This is an optimization exercise on Yosys and OpenROAD, whose aim is small area, not a production implementation.
No functional check of the RTL was part of this run.
Power figures rest on the tool's default switching activity, not on a simulated workload.

## run.sh

```bash
#!/bin/bash
# synth_recipe.tcl (not shown) runs the flow's synth.tcl, then flattens the netlist and writes it again
# the make line also repeats each setting of config.mk as NAME=value (left out here)
make -C /OpenROAD-flow-scripts/flow DESIGN_CONFIG=/design/flow/config.mk WORK_HOME=/design/flow/orfs CLKGATE_MAP_FILE= SYNTH_SCRIPT=/design/flow/synth_recipe.tcl finish
```

## config.mk

```make
export PLATFORM = sky130hd
export DESIGN_NAME = pxar_softtbm_decoder
export DESIGN_NICKNAME = pxar_softtbm_decoder
export VERILOG_FILES = /design/flow/design.v
export SDC_FILE = /design/flow/constraint.sdc
export NUM_CORES = 4
export LEC_CHECK = 0
export CAP_MARGIN = 20
export CORE_MARGIN = 2
export CORE_UTILIZATION = 40
export SLEW_MARGIN = 20
```

## constraint.sdc

```tcl
create_clock -name core_clock -period 10.0 [get_ports {clk}]
set_input_delay 2.0000 -clock core_clock [delete_from_list [all_inputs] [get_ports {clk}]]
set_output_delay 2.0000 -clock core_clock [all_outputs]
set_load 0.01 [all_outputs]
```

## design.v

```verilog
module pxar_softtbm_decoder (
    input  wire        clk,
    input  wire        rst,             
    input  wire        cfg_invert,      
    input  wire        cfg_readback,    
    input  wire [7:0]  cfg_chain_len,   
    input  wire [7:0]  cfg_chain_off,   
    input  wire        in_valid,
    input  wire [15:0] in_word,
    output reg         pix_valid,
    output reg  [7:0]  pix_roc,
    output reg  [5:0]  pix_col,
    output reg  [6:0]  pix_row,
    output reg  [7:0]  pix_value,
    output reg         evt_valid,
    output reg         evt_keep,
    output reg  [15:0] evt_header,
    output reg  [15:0] evt_trailer,
    output reg  [15:0] evt_errors,
    output reg         rb_valid,
    output reg  [3:0]  rb_slot,
    output reg  [15:0] rb_word,
    input  wire [4:0]  stat_sel,
    input  wire        stat_clear,
    output reg  [31:0] stat_data
);
    localparam [15:0] RAW_MAX  = 16'd40000;
    localparam        NROC_MAX = 16;
    localparam S_WORDS      = 0;
    localparam S_EMPTY      = 1;
    localparam S_VALID      = 2;
    localparam S_START      = 3;
    localparam S_STOP       = 4;
    localparam S_OVERFLOW   = 5;
    localparam S_PKAM       = 7;
    localparam S_TBMHDR     = 12;
    localparam S_TBMTRL     = 13;
    localparam S_ROCMISS    = 15;
    localparam S_NOTOKEN    = 16;
    localparam S_READBACK   = 17;
    localparam S_INCOMPLETE = 18;
    localparam S_ADDRESS    = 19;
    localparam S_PULSE      = 20;
    localparam S_CORRUPT    = 21;
    wire in_is_hdr = (in_word[15:13] == 3'b101);
    wire in_is_trl = (in_word[15:13] == 3'b110) && (in_word[11:8] == 4'd0);
    reg        in_frame;      
    reg        f_start_err;   
    reg        f_ovf;
    reg [15:0] f_n;           
    reg [15:0] f_h1, f_h2;    
    reg [15:0] f_d1, f_d2;    
    reg        e1_valid;
    reg [15:0] e1_n;
    reg        e1_start_err, e1_end_err, e1_ovf;
    reg [10:0] e1_h1, e1_h2, e1_t1, e1_t2;    
    reg        b_valid;
    reg [15:0] b_word;
    wire        app_room = (f_n < RAW_MAX);
    wire [15:0] app_n    = app_room ? f_n + 16'd1 : f_n;
    wire [15:0] app_d1   = app_room ? f_d2 : f_d1;
    wire [15:0] app_d2   = app_room ? in_word : f_d2;
    always @(posedge clk) begin
        if (rst) begin
            in_frame     <= 1'b0;
            f_start_err  <= 1'b0;
            f_ovf        <= 1'b0;
            f_n          <= 16'd0;
            f_h1         <= 16'd0;
            f_h2         <= 16'd0;
            f_d1         <= 16'd0;
            f_d2         <= 16'd0;
            e1_valid     <= 1'b0;
            e1_n         <= 16'd0;
            e1_start_err <= 1'b0;
            e1_end_err   <= 1'b0;
            e1_ovf       <= 1'b0;
            e1_h1        <= 11'd0;
            e1_h2        <= 11'd0;
            e1_t1        <= 11'd0;
            e1_t2        <= 11'd0;
            b_valid      <= 1'b0;
            b_word       <= 16'd0;
        end else begin
            e1_valid <= 1'b0;
            b_valid  <= 1'b0;
            if (in_valid) begin
                if (!in_frame) begin
                    if (in_is_hdr) begin
                        in_frame <= 1'b1;
                        f_n      <= 16'd1;
                        f_ovf    <= 1'b0;
                        f_h1     <= in_word;
                        f_d2     <= in_word;
                    end else begin
                        f_start_err <= 1'b1;
                    end
                end else if (in_is_hdr) begin
                    e1_valid     <= 1'b1;
                    e1_n         <= f_n;
                    e1_start_err <= f_start_err;
                    e1_end_err   <= 1'b1;
                    e1_ovf       <= f_ovf;
                    e1_h1        <= {f_h1[15:13], f_h1[7:0]};
                    e1_h2        <= {f_h2[15:13], f_h2[7:0]};
                    e1_t1        <= {f_d1[15:13], f_d1[7:0]};
                    e1_t2        <= {f_d2[15:13], f_d2[7:0]};
                    f_start_err  <= 1'b0;
                    f_n          <= 16'd1;
                    f_ovf        <= 1'b0;
                    f_h1         <= in_word;
                    f_d2         <= in_word;
                end else begin
                    f_n  <= app_n;
                    f_d1 <= app_d1;
                    f_d2 <= app_d2;
                    if (!app_room)
                        f_ovf <= 1'b1;
                    if (app_room && f_n == 16'd1)
                        f_h2 <= in_word;
                    if (app_room && f_n >= 16'd4) begin
                        b_valid <= 1'b1;
                        b_word  <= f_d1;
                    end
                    if (in_is_trl) begin
                        e1_valid     <= 1'b1;
                        e1_n         <= app_n;
                        e1_start_err <= f_start_err;
                        e1_end_err   <= 1'b0;
                        e1_ovf       <= f_ovf | ~app_room;
                        e1_h1        <= {f_h1[15:13], f_h1[7:0]};
                        e1_h2        <= (f_n == 16'd1) ? {in_word[15:13], in_word[7:0]} : {f_h2[15:13], f_h2[7:0]};
                        e1_t1        <= {app_d1[15:13], app_d1[7:0]};
                        e1_t2        <= {app_d2[15:13], app_d2[7:0]};
                        in_frame     <= 1'b0;
                        f_start_err  <= 1'b0;
                    end
                end
            end
        end
    end
    reg  [11:0] s_hit_a;                          
    wire [23:0] raw24 = {s_hit_a, b_word[11:0]};
    wire [2:0] dg_c1 = raw24[23:21];
    wire [2:0] dg_c0 = raw24[20:18];
    wire [2:0] dg_r2 = raw24[17:15] ^ {3{cfg_invert}};
    wire [2:0] dg_r1 = raw24[14:12] ^ {3{cfg_invert}};
    wire [2:0] dg_r0 = raw24[11:9]  ^ {3{cfg_invert}};
    wire [8:0] dec_r      = {6'd0, dg_r2} * 9'd36 + {6'd0, dg_r1} * 9'd6 + {6'd0, dg_r0};
    wire [5:0] dec_c      = {3'd0, dg_c1} * 6'd6 + {3'd0, dg_c0};
    wire [7:0] dec_row8   = 8'd80 - dec_r[8:1];
    wire [6:0] dec_column = {dec_c, dec_r[0]};
    wire [7:0] dec_value  = {raw24[8:5], raw24[3:0]};
    wire dec_pulse   = raw24[4];
    wire dec_corrupt = !dec_pulse && (dec_row8 == 8'd80);
    wire dec_address = !dec_pulse && !dec_corrupt &&
                       ((dec_row8 > 8'd80) || (dec_column >= 7'd52));
    reg        e1b_valid;              
    reg [15:0] e1b_n;
    reg        e1b_start_err, e1b_end_err, e1b_ovf;
    reg [10:0] e1b_h1, e1b_h2, e1b_t1, e1b_t2;
    reg        s_hit;                  
    reg [15:0] s_nroc;
    reg        s_incomplete;
    reg [15:0] s_address, s_pulse, s_corrupt;
    reg [15:0] s_errors;
    reg        s_anypix;
    reg        rb_reg   [0:NROC_MAX-1];
    reg        rb_dirty [0:NROC_MAX-1];
    reg [15:0] rb_shift [0:NROC_MAX-1];
    reg [7:0]  rb_count [0:NROC_MAX-1];
    reg [31:0] stat_rb;                
    reg        e2_valid;
    reg [15:0] e2_n;
    reg        e2_start_err, e2_end_err, e2_ovf;
    reg [10:0] e2_h1, e2_h2, e2_t1, e2_t2;
    reg [15:0] e2_nroc;
    reg        e2_incomplete;
    reg [15:0] e2_address, e2_pulse, e2_corrupt;
    reg [15:0] e2_errors;
    reg        e2_anypix;
    wire       b_is_roc = (b_word[11:2] == 10'b0111111110);
    wire [3:0] b_slot   = s_nroc[3:0];
    wire       b_rb_on  = cfg_readback && (s_nroc < NROC_MAX);
    wire        rbs_new   = !rb_reg[b_slot];
    wire        rbs_dirty = rbs_new ? 1'b1   : rb_dirty[b_slot];
    wire [15:0] rbs_shift = rbs_new ? 16'd0  : rb_shift[b_slot];
    wire [7:0]  rbs_count = rbs_new ? 8'd0   : rb_count[b_slot];
    wire        rbs_mark  = b_word[1];
    wire        rbs_emit  = rbs_mark && (rbs_count == 8'd16);
    wire        rbs_err   = rbs_mark && (rbs_count != 8'd16) && !rbs_dirty;
    wire [7:0]  rbs_cnt0  = rbs_mark ? 8'd0 : rbs_count;
    wire        mark_dirty_all;
    integer j;
    always @(posedge clk) begin
        if (rst) begin
            e1b_valid     <= 1'b0;
            e1b_n         <= 16'd0;
            e1b_start_err <= 1'b0;
            e1b_end_err   <= 1'b0;
            e1b_ovf       <= 1'b0;
            e1b_h1        <= 11'd0;
            e1b_h2        <= 11'd0;
            e1b_t1        <= 11'd0;
            e1b_t2        <= 11'd0;
            s_hit         <= 1'b0;
            s_hit_a       <= 12'd0;
            s_nroc        <= 16'd0;
            s_incomplete  <= 1'b0;
            s_address     <= 16'd0;
            s_pulse       <= 16'd0;
            s_corrupt     <= 16'd0;
            s_errors      <= 16'd0;
            s_anypix      <= 1'b0;
            for (j = 0; j < NROC_MAX; j = j + 1) begin
                rb_reg[j]   <= 1'b0;
                rb_dirty[j] <= 1'b0;
                rb_shift[j] <= 16'd0;
                rb_count[j] <= 8'd0;
            end
            stat_rb       <= 32'd0;
            rb_valid      <= 1'b0;
            rb_slot       <= 4'd0;
            rb_word       <= 16'd0;
            e2_valid      <= 1'b0;
            e2_n          <= 16'd0;
            e2_start_err  <= 1'b0;
            e2_end_err    <= 1'b0;
            e2_ovf        <= 1'b0;
            e2_h1         <= 11'd0;
            e2_h2         <= 11'd0;
            e2_t1         <= 11'd0;
            e2_t2         <= 11'd0;
            e2_nroc       <= 16'd0;
            e2_incomplete <= 1'b0;
            e2_address    <= 16'd0;
            e2_pulse      <= 16'd0;
            e2_corrupt    <= 16'd0;
            e2_errors     <= 16'd0;
            e2_anypix     <= 1'b0;
            pix_valid     <= 1'b0;
            pix_roc       <= 8'd0;
            pix_col       <= 6'd0;
            pix_row       <= 7'd0;
            pix_value     <= 8'd0;
        end else begin
            e1b_valid     <= e1_valid;
            e1b_n         <= e1_n;
            e1b_start_err <= e1_start_err;
            e1b_end_err   <= e1_end_err;
            e1b_ovf       <= e1_ovf;
            e1b_h1        <= e1_h1;
            e1b_h2        <= e1_h2;
            e1b_t1        <= e1_t1;
            e1b_t2        <= e1_t2;
            pix_valid <= 1'b0;
            rb_valid  <= 1'b0;
            e2_valid  <= 1'b0;
            if (mark_dirty_all) begin
                for (j = 0; j < NROC_MAX; j = j + 1)
                    rb_dirty[j] <= 1'b1;
            end
            if (b_valid) begin
                if (s_hit) begin
                    s_hit <= 1'b0;
                    if (dec_pulse) begin
                        s_pulse  <= s_pulse + 16'd1;
                        s_errors <= s_errors + 16'd1;
                    end else if (dec_corrupt) begin
                        s_corrupt <= s_corrupt + 16'd1;
                        s_errors  <= s_errors + 16'd1;
                    end else if (dec_address) begin
                        s_address <= s_address + 16'd1;
                        s_errors  <= s_errors + 16'd1;
                    end else begin
                        s_anypix  <= 1'b1;
                        pix_valid <= 1'b1;
                        pix_roc   <= cfg_chain_off + s_nroc[7:0] - 8'd1;
                        pix_col   <= dec_column[5:0];
                        pix_row   <= dec_row8[6:0];
                        pix_value <= dec_value;
                    end
                end else if (b_is_roc) begin
                    s_nroc <= s_nroc + 16'd1;
                    if (b_rb_on) begin
                        rb_reg[b_slot]   <= 1'b1;
                        rb_dirty[b_slot] <= rbs_mark ? 1'b0 : rbs_dirty;
                        rb_shift[b_slot] <= {rbs_shift[14:0], b_word[0]};
                        rb_count[b_slot] <= (rbs_cnt0 == 8'd255) ? 8'd255 : rbs_cnt0 + 8'd1;
                        if (rbs_emit) begin
                            rb_valid <= 1'b1;
                            rb_slot  <= b_slot;
                            rb_word  <= rbs_shift;
                        end
                        if (rbs_err)
                            stat_rb <= stat_rb + 32'd1;
                    end
                end else if (s_nroc != 16'd0) begin
                    s_hit   <= 1'b1;
                    s_hit_a <= b_word[11:0];
                end
            end
            if (e1b_valid) begin
                e2_valid      <= 1'b1;
                e2_n          <= e1b_n;
                e2_start_err  <= e1b_start_err;
                e2_end_err    <= e1b_end_err;
                e2_ovf        <= e1b_ovf;
                e2_h1         <= e1b_h1;
                e2_h2         <= e1b_h2;
                e2_t1         <= e1b_t1;
                e2_t2         <= e1b_t2;
                e2_nroc       <= s_nroc;
                e2_incomplete <= s_incomplete;
                e2_address    <= s_address;
                e2_pulse      <= s_pulse;
                e2_corrupt    <= s_corrupt;
                e2_errors     <= s_errors;
                e2_anypix     <= s_anypix;
                if (s_hit) begin
                    e2_incomplete <= 1'b1;
                    e2_errors     <= s_errors + 16'd1;
                end
                s_hit        <= 1'b0;
                s_nroc       <= 16'd0;
                s_incomplete <= 1'b0;
                s_address    <= 16'd0;
                s_pulse      <= 16'd0;
                s_corrupt    <= 16'd0;
                s_errors     <= 16'd0;
                s_anypix     <= 1'b0;
            end
            if (stat_clear) begin
                for (j = 0; j < NROC_MAX; j = j + 1) begin
                    rb_reg[j]   <= 1'b0;
                    rb_dirty[j] <= 1'b0;
                    rb_shift[j] <= 16'd0;
                    rb_count[j] <= 8'd0;
                end
                stat_rb <= 32'd0;
            end
        end
    end
    reg [31:0] stats [0:21];
    localparam [21:0] USED = (22'd1 << S_WORDS) | (22'd1 << S_EMPTY) | (22'd1 << S_VALID)
                           | (22'd1 << S_START) | (22'd1 << S_STOP) | (22'd1 << S_OVERFLOW)
                           | (22'd1 << S_PKAM) | (22'd1 << S_TBMHDR) | (22'd1 << S_TBMTRL)
                           | (22'd1 << S_ROCMISS) | (22'd1 << S_NOTOKEN) | (22'd1 << S_INCOMPLETE)
                           | (22'd1 << S_ADDRESS) | (22'd1 << S_PULSE) | (22'd1 << S_CORRUPT);
    wire        c_short   = (e2_n < 16'd4);
    wire        c_hdr_bad = (e2_h1[10:8] != 3'b101) || (e2_h2[10:8] != 3'b100);
    wire        c_trl_bad = (e2_t1[10:8] != 3'b111) || (e2_t2[10:8] != 3'b110);
    wire [15:0] c_header  = {e2_h1[7:0], e2_h2[7:0]};
    wire [15:0] c_trailer = {e2_t1[7:0], e2_t2[7:0]};
    wire        c_ntp     = c_trailer[15];
    wire        c_pkam    = c_trailer[6];
    wire        c_fail_pkam  = c_pkam && c_ntp;
    wire        c_fail_token = !c_fail_pkam && c_ntp && (e2_nroc != 16'd0);
    wire        c_fail_miss  = !c_ntp && (e2_nroc != {8'd0, cfg_chain_len});
    wire        c_fail       = c_fail_pkam || c_fail_token || c_fail_miss;
    assign mark_dirty_all = e2_valid && !c_short && c_fail;
    integer i;
    always @(posedge clk) begin
        if (rst) begin
            for (i = 0; i < 22; i = i + 1)
                if (USED[i]) stats[i] <= 32'd0;
            evt_valid   <= 1'b0;
            evt_keep    <= 1'b0;
            evt_header  <= 16'd0;
            evt_trailer <= 16'd0;
            evt_errors  <= 16'd0;
        end else begin
            evt_valid <= 1'b0;
            if (e2_valid) begin
                evt_valid   <= 1'b1;
                evt_keep    <= 1'b0;
                evt_header  <= 16'd0;
                evt_trailer <= 16'd0;
                evt_errors  <= 16'd0;
                stats[S_WORDS] <= stats[S_WORDS] + {16'd0, e2_n};
                if (e2_start_err) stats[S_START]    <= stats[S_START] + 32'd1;
                if (e2_end_err)   stats[S_STOP]     <= stats[S_STOP] + 32'd1;
                if (e2_ovf)       stats[S_OVERFLOW] <= stats[S_OVERFLOW] + 32'd1;
                if (c_short) begin
                    stats[S_TBMHDR] <= stats[S_TBMHDR] + 32'd1;
                    stats[S_TBMTRL] <= stats[S_TBMTRL] + 32'd1;
                end else begin
                    if (c_hdr_bad) stats[S_TBMHDR] <= stats[S_TBMHDR] + 32'd1;
                    if (c_trl_bad) stats[S_TBMTRL] <= stats[S_TBMTRL] + 32'd1;
                    if (e2_incomplete)
                        stats[S_INCOMPLETE] <= stats[S_INCOMPLETE] + 32'd1;
                    stats[S_ADDRESS] <= stats[S_ADDRESS] + {16'd0, e2_address};
                    stats[S_PULSE]   <= stats[S_PULSE] + {16'd0, e2_pulse};
                    stats[S_CORRUPT] <= stats[S_CORRUPT] + {16'd0, e2_corrupt};
                    if (c_fail_pkam) begin
                        stats[S_PKAM] <= stats[S_PKAM] + 32'd1;
                    end else if (c_fail_token) begin
                        stats[S_NOTOKEN] <= stats[S_NOTOKEN] + 32'd1;
                    end else if (c_fail_miss) begin
                        stats[S_ROCMISS] <= stats[S_ROCMISS] + 32'd1;
                    end else begin
                        if (e2_anypix)
                            stats[S_VALID] <= stats[S_VALID] + 32'd1;
                        else
                            stats[S_EMPTY] <= stats[S_EMPTY] + 32'd1;
                        evt_keep    <= 1'b1;
                        evt_header  <= c_header;
                        evt_trailer <= c_trailer;
                        evt_errors  <= e2_errors;
                    end
                end
            end
            if (stat_clear) begin
                for (i = 0; i < 22; i = i + 1)
                    if (USED[i]) stats[i] <= 32'd0;
            end
        end
    end
    always @(*) begin
        case (stat_sel)
            S_WORDS, S_EMPTY, S_VALID, S_START, S_STOP, S_OVERFLOW, S_PKAM,
            S_TBMHDR, S_TBMTRL, S_ROCMISS, S_NOTOKEN, S_INCOMPLETE,
            S_ADDRESS, S_PULSE, S_CORRUPT:
                stat_data = stats[stat_sel];
            S_READBACK:
                stat_data = stat_rb;
            default:
                stat_data = 32'd0;
        endcase
    end
endmodule
```

==> notes.md <==
- Worst path cell trace: clkdlybuf4s50_1 > or3b_2 > nor2_2 > buf_4 > a22o_1 > a221oi_1 > nand4_1 > clkdlybuf4s50_1
- CP max stage delay: 910 ps
- DP Worst Slack: 2330 ps
- Synth Warn #: 226
- Setup Buffers After CTS: 0
- Port Buf Inserts: 174
- Setup crit end kind: output port
- Post_cts resized: 0
- Final #Nets: 7192
- CP Launch Type: primary input
- Biggest regs: stats: 480 flops, rb_shift: 256 flops, rb_count: 128 flops
- WL final: 205000 um
- Crit Path Class: in2out
- Status: timing/DRC/antenna clean
- Slew headroom: 23.4%
- Inserted Clock Buffers: 163
- Worst EP required: 8000 ps
- FF+latch count, synth: 1485
- Tightest Pin Transition: 1150 ps
- Number of max-cap violations: 0
- Seq/Total Area, Yosys: 49.7%
- Final Cycle Share: 75.6%
- RSZ-0062 raised after global routing: no
- Clk slew on worst S/H paths: 60 ps
- GP Congestion: 0.924
- DR vias: 53300
- Core ar.: 168000 um2
- Worst min-delay path class: reg2reg
- Syn_area_per_cell: 9.66 um2
- Synth area leaders: dfxtp_1 32%, edfxtp_1 17%, nor2_1 7.3%
- Crit path top cell by count: clkdlybuf4s50_1
- CTS tree: done
- CTS max path bufs: 3
- Skew-Pair Late Insertion Delay: 810 ps
- Root Buffer: clkbuf_16
- Die W: 415 um
- Worst reg-to-reg path cell count: 11
- CP Capture Point: stat_data[26]
- Beginning of the critical path: stat_sel[0]
- Initial Util: 40.4%
- # IOs: 176
- Residual DRC: 0
- HPWL after DPL: 137000 um
- Max reg flops: 480
- Area leader, netlist: dfxtp_1
- Worst reg2reg path endpoint: rb_count[12][3]$_SDFFCE_PN0P_
- Min Tclk post-route: 7560 ps
- GRT overflow: 0
- First-pass GRT wire length: 308000 um
- Synth Instances: 7008
- Largest net degree at the start of global routing: 184
- Die area: 173000 um2
- Final hold vios: 0
- Cell variety after synth: 92
- Slew Limit Fails: 0
- Fillcell total: 15800
- Max IR drop VDD: 0.172 mV
- Hold_buf cts: 0
- FP Rows: 150
- Top FF cell, synth: dfxtp_1
- Initial antenna violation count: 0
- Max Freq: 132 MHz
- DR WL/cell: 21.9 um
- Drt initial violations: 4979
- Post-synthesis async set-or-reset flop share: 0%
- Arr. time, crit path: 5560 ps
- CTS H-tree depth: 4
- Slowest CP cell: nor2_2
- Worst hold start: rb_reg[12]$_DFF_P_
- P_leak: 26.7 nW
- Clock tree sinks: 1485
- Area share of the largest cell type after synthesis: 32.3%
- DRT antenna net count: 0
- Final WS setup: 2440 ps
- Final Skew: 39.1 ps
- Synth Cell Area: 67700 um2
- Mapped Nets: 7180
- Pwr Density: 165 nW/um2
- Most flop-heavy register: stats
- Total GRT Usage: 23.0%
- Pre-antenna DRT Iters: 7
- R2R setup slack: 4780 ps
- Crit Path Max Fanout: 17
- Area grow syn2layout: 13.6%
- Setup TNS: 0 ps
- Vias in the first global route: 50100
- Chip Height: 415 um
- Vias per cell: 5.69
- Post-synth EDFFs: 392
- Final Setup Violations: 0
- Share of cells above drive strength 1: 7.99%
## routing by layer
| metal | wire length, um | share of wire, % | GRT usage (%) |
|---|---|---|---|
| met5 | 0 | 0 | 0 |
| met4 | 9570 | 4.7 | 10.7 |
| met3 | 12600 | 6.1 | 3.22 |
| met2 | 94800 | 46 | 36.8 |
| met1 | 87700 | 43 | 30.8 |
## worst min path at each step
| stage | cells past startpoint | slack, ps | end |
|---|---|---|---|
| final | 2 | 430 | rb_reg[12]$_DFF_P_ |
| after global routing | 2 | 450 | rb_reg[1]$_DFF_P_ |
| after CTS | 2 | 430 | rb_reg[12]$_DFF_P_ |
| after detailed placement | 2 | 420 | rb_reg[12]$_DFF_P_ |
| after global placement | 2 | 420 | rb_reg[11]$_DFF_P_ |
| after floorplan | 2 | 410 | rb_reg[12]$_DFF_P_ |
## logic make-up (layout without fill, tap and decap cells)
| group | after synthesis | in the layout | synth area share (%) |
|---|---|---|---|
| flops | 1485 | 1485 | 49.7 |
| compound gates | 1060 | 1060 | 10.9 |
| buf+inv | 550 | 701 | 3.15 |
| fa+ha+maj | 129 | 129 | 2.50 |
| other cells | 0 | 1 | 0 |
| simple gates | 2959 | 2959 | 20.0 |
| xor+xnor | 448 | 448 | 5.80 |
| mux | 377 | 377 | 7.93 |
## final cells by class
cell class	instances	area (um2)	area share, %
sequential	1485	33700	43.8
clock buffer	246	4770	6.21
multi-input combinational	4973	32100	41.7
tap	2204	2760	3.58
clock inverter	58	649	0.844
inverter	124	465	0.605
timing repair buffer	273	2520	3.28
antenna	1	2.50	0.00325
## power breakdown
group | internal (mW) | leakage, nW | switching, mW | total [mW]
Sequential | 6.24 | 13.1 | 0.0251 | 6.27
Combinational | 0.119 | 11.0 | 0.271 | 0.390
Clock | 3.50 | 2.66 | 2.55 | 6.06
## synthesized netlist by cell type (all sizes together), types with 20 or more instances
master  instances
mux4          127
a22o          110
nand3         253
and3          112
inv           123
nand4         151
dfxtp        1093
buf            66
a21o           29
or4            20
nor4           47
nor2         1316
ha            119
a21oi         258
or3           146
xor2          289
clkbuf        360
a22oi          76
edfxtp        392
a221oi        114
o31ai          21
mux2i         248
and4           41
or2            20
o211ai         20
nor3           84
nand2         597
xnor2         159
o21ai         185
and2           36
a311oi         40
nor2b          86
a211oi         35
## cell usage in the layout, fill, tap and decap left out, types with 21 or more instances in the layout
cell	instances
a311oi_1	40
clkbuf_8	34
or3_1	146
ha_1	119
dfxtp_1	1088
clkinv_2	27
o21ai_0	173
clkbuf_16	165
a22o_1	110
inv_1	122
nor4_1	45
xnor2_1	159
clkdlybuf4s50_1	173
a211oi_1	34
and4_1	41
a221oi_1	112
a22oi_1	76
nor3_1	79
edfxtp_1	392
mux4_2	127
a21oi_1	257
buf_4	94
and3_1	112
and2_1	36
nand3_1	253
nand2_1	585
nand4_1	151
clkbuf_1	47
nor2b_1	86
o31ai_1	21
xor2_1	289
nor2_1	1299
a21o_1	29
mux2i_1	248
## stage by stage
stage / std cells / hold WS (ps) / cell area, um2 / power (mW) / util, %
2_1_floorplan: 7008 / 410 / 67700 / 6.64 / -
3_3_place_gp: 9055 / 422 / 71400 / 6.78 / 42.6
3_5_place_dp: 9056 / 424 / 71500 / 6.79 / 42.6
4_1_cts: 9360 / 434 / 76900 / 12.8 / 45.9
5_1_grt: 9363 / 454 / 76900 / 13.1 / 45.9
6_report: 9364 / 435 / 76900 / 12.7 / 45.9
## critical path, delay by kind of cell
family	cells	cell delay [ps]
simple gates	3	1660
buf+inv	3	1580
compound gates	2	290

==> separate check: timing with driven ports <==
The flow's constraints put no driver on any port. The routed layout listed below was extracted and timed again, unchanged, in two steps. Step 1, drivers: a clkbuf_16 drives clk and a buf_2 each remaining input, both assumed. Step 2 moves the port delays by t, midway between the first and last clock arrival at a register: inputs arrive t later, outputs are due t later. That takes back most of the time a late clock gives input paths. Slacks: no drivers / after step 1 / after step 2; pairs: no drivers / after step 1.
shift t [ns]: 0.871
setup slack, ns: 2.445 / 2.408 / 2.408
clock arrival spread, ns: 0.053 / 0.053
After both steps this run still meets setup and hold. The setup slack of this run moves by -0.037 ns with the drivers and by -0.037 ns with both steps.
